Source: an optimization exercise on an open RTL-to-GDS flow (aim: small area, a short achievable clock period and few clock cycles). Production flows keep margins and buffers that such runs may drop. Only simulation tests tie the RTL to the original design; equivalence was not proved. Power is estimated from default activity; no workload was simulated.

==> flow/design.v <==
module nasa_scale_enc (
    input  wire        clk,
    input  wire        rst,
    input  wire        start,
    input  wire [31:0] q_num,       
    input  wire [15:0] q_den,       
    input  wire [15:0] a_num,       
    input  wire [15:0] a_den,       
    input  wire [1:0]  width,       
    input  wire        is_signed,
    output wire        ready,
    output reg         done,
    output wire [31:0] bytes_out,
    output reg         range_err
);
    reg         s_idle, s_mul, s_align, s_div, s_fin;
    reg         first;       
    reg  [5:0]  cnt;
    reg         neg;         
    reg  [1:0]  w_r;
    reg         s_r;
    reg         ovf_hi;      
    reg  [64:0] x;
    reg  [31:0] qx;          
    reg  [31:0] pd;          
    wire w8  = (w_r == 2'd0);
    wire w16 = (w_r == 2'd1);
    wire [15:0] mr_or = a_den | a_num;
    reg  [3:0]  top;
    integer i;
    always @* begin
        top = 4'd0;
        for (i = 0; i < 16; i = i + 1)
            if (mr_or[i]) top = i[3:0];
    end
    wire        bn   = x[0];
    wire [32:0] quo  = x[32:0];
    wire [33:0] add_a = s_mul ? {2'd0, x[47:16]} :
                        s_fin ? {2'd0, x[32:1] ^ {32{neg}}} :
                                {1'b0, x[64:32]};
    wire [33:0] add_b = s_mul ? {2'd0, bn ? qx : 32'd0} :
                        s_fin ? 34'd0 :
                                {2'b11, ~pd};
    wire        add_c = s_mul ? (bn & neg) : s_fin ? (rnd_c ^ neg) : 1'b1;
    wire [33:0] sum   = add_a + add_b + {33'd0, add_c};
    wire        q_bit = !sum[33];
    wire        bd    = pd[0];
    wire [16:0] sum_d = {1'b0, pd[31:16]} + (bd ? {1'b0, x[64:49]} : 17'd0);
    wire        r_nz  = |x[64:33];
    wire        rnd_c = x[0] && (r_nz || x[1]);
    wire [31:0] q     = x[32:1];
    wire hi7  = q[7],  hi15 = q[15], hi31 = q[31];
    wire lo7z = ~|q[6:0],  lo15z = ~|q[14:0],  lo31z = ~|q[30:0];
    wire lo7o = &q[6:0],   lo15o = &q[14:0],   lo31o = &q[30:0];
    wire hiK  = w8 ? hi7  : w16 ? hi15  : hi31;
    wire loKz = w8 ? lo7z : w16 ? lo15z : lo31z;
    wire loKo = w8 ? lo7o : w16 ? lo15o : lo31o;
    wire mag0 = !hiK && loKz && !rnd_c;                  
    wire in_range = s_r ? (neg ? (!hiK || (loKz && !rnd_c))            
                               : (!hiK && !(loKo && rnd_c)))           
                        : (neg ? mag0
                               : !(hiK && loKo && rnd_c));             
    assign ready = s_idle;
    assign bytes_out = range_err ? 32'd0 :
                       {x[31:16] & {16{!w8 && !w16}}, x[15:8] & {8{!w8}}, x[7:0]};
    wire [5:0] n_div = w8 ? 6'd9 : w16 ? 6'd17 : 6'd33;
    always @(posedge clk) begin
        if (s_idle) begin
            x   <= {q_den, 1'b0, 32'd0, a_den};
            pd  <= {16'd0, a_num};
            qx  <= q_num ^ {32{q_num[31]}};
            neg <= q_num[31];
            w_r <= width;
            s_r <= is_signed;
            cnt <= {2'd0, top};
        end
        if (s_mul) begin
            pd      <= {sum_d, pd[15:1]};
            x[47:0] <= {sum[32:0], x[15:1]};
            if (cnt == 6'd0) x[64:48] <= 17'd0;
            cnt     <= (cnt == 6'd0) ? n_div : cnt - 6'd1;
            ovf_hi  <= 1'b0;
        end
        if (s_align) begin
            x      <= w8 ? {x[40:0], 24'd0} : {1'b0, x[47:0], 16'd0};
            ovf_hi <= w8 && (|x[47:41]);
        end
        if (s_div) begin
            x         <= {q_bit ? sum[31:0] : x[63:32], x[31:0], q_bit};
            cnt       <= cnt - 6'd1;
            range_err <= 1'b1;
        end
        if (s_fin) begin
            x[31:0]   <= sum[31:0];
            range_err <= !in_range;
        end
    end
    always @(posedge clk) begin
        if (rst) begin
            s_idle  <= 1'b1;
            s_mul   <= 1'b0;
            s_align <= 1'b0;
            s_div   <= 1'b0;
            s_fin   <= 1'b0;
            done    <= 1'b0;
            first   <= 1'b0;
        end else begin
            done <= 1'b0;
            if (s_idle && start) begin
                s_idle <= 1'b0;
                s_mul  <= 1'b1;
            end
            if (s_mul && cnt == 6'd0) begin
                s_mul   <= 1'b0;
                s_align <= !w_r[1];
                s_div   <= w_r[1];
                first   <= 1'b1;
            end
            if (s_align) begin
                s_align <= 1'b0;
                s_div   <= 1'b1;
            end
            if (s_div) begin
                first <= 1'b0;
                if (first && (ovf_hi || q_bit)) begin
                    s_div  <= 1'b0;
                    s_idle <= 1'b1;
                    done   <= 1'b1;
                end else if (cnt == 6'd0) begin
                    s_div <= 1'b0;
                    s_fin <= 1'b1;
                end
            end
            if (s_fin) begin
                s_fin  <= 1'b0;
                s_idle <= 1'b1;
                done   <= 1'b1;
            end
        end
    end
endmodule
export LEC_CHECK = 0
export CAP_MARGIN = 20
export CORE_MARGIN = 2
export CORE_UTILIZATION = 40
export SLEW_MARGIN = 20
create_clock -name core_clock -period 12.0 [get_ports {clk}]
run.sh (not shown) runs the stock make flow with config.mk's settings and CLKGATE_MAP_FILE= SYNTH_SCRIPT=/design/flow/synth_recipe.tcl, a recipe that flattens the netlist after the stock synthesis.
The starting point completed with no timing, DRC or antenna violations.
Testbench counts at the start, summed over its fixed seeds: cycles 81,973.
Change:
==> flow/flow/run.sh (new file) <==
#!/bin/bash
bash standard.sh SETUP_SLACK_MARGIN=8 finish > standard.log 2>&1
==> flow/standard.sh (new file) <==
#!/bin/bash
# synth_recipe.tcl (not shown) runs the flow's synth.tcl, then flattens the netlist and writes it again
# the make line also repeats each setting of config.mk as NAME=value (left out here)
make -C /OpenROAD-flow-scripts/flow DESIGN_CONFIG=/design/flow/config.mk WORK_HOME=/design/flow/orfs CLKGATE_MAP_FILE= SYNTH_SCRIPT=/design/flow/synth_recipe.tcl "${@:-finish}"
removed: flow/run.sh
The new run went through all stages and came out clean.
Wire length is higher by 9.5%.
Synthesized cell count stays the same.
Count of clock-buffer cells in the layout goes down by 2.
Clock skew hardly moves.
Area after synthesis does not change.
Non-clock buffer count is higher by 95.
Worst setup slack gets better by 1.3 ns.
Clock power is higher by about 2%.
Sequential power came out lower by 3.2%.

-- static timing again, ports no longer ideal --
Ports are ideal in the flow. The routed layouts listed here were re-timed in OpenROAD. Step 1 sets driving cells, clkbuf_16 on the clock port and buf_2 on the other inputs (assumed; they add their load-dependent delay and slew). Step 2 times the ports against the registers' clock, not the clock port: input delays grow and output delays shrink by t, the midpoint of the rising clock arrivals with the driver on. a / b / c = no drivers / after step 1 / after step 2; a / b = the first two.
| run | shift t [ns] | setup WS [ns] | worst register clock-pin slew, ns |
|---|---|---|---|
| the first run | 0.479 | 6.374 / 6.374 / 6.374 | 0.07 / 0.07 |
| the second run | 0.487 | 7.647 / 7.647 / 7.647 | 0.08 / 0.08 |
After both steps setup and hold are still met in every run listed.
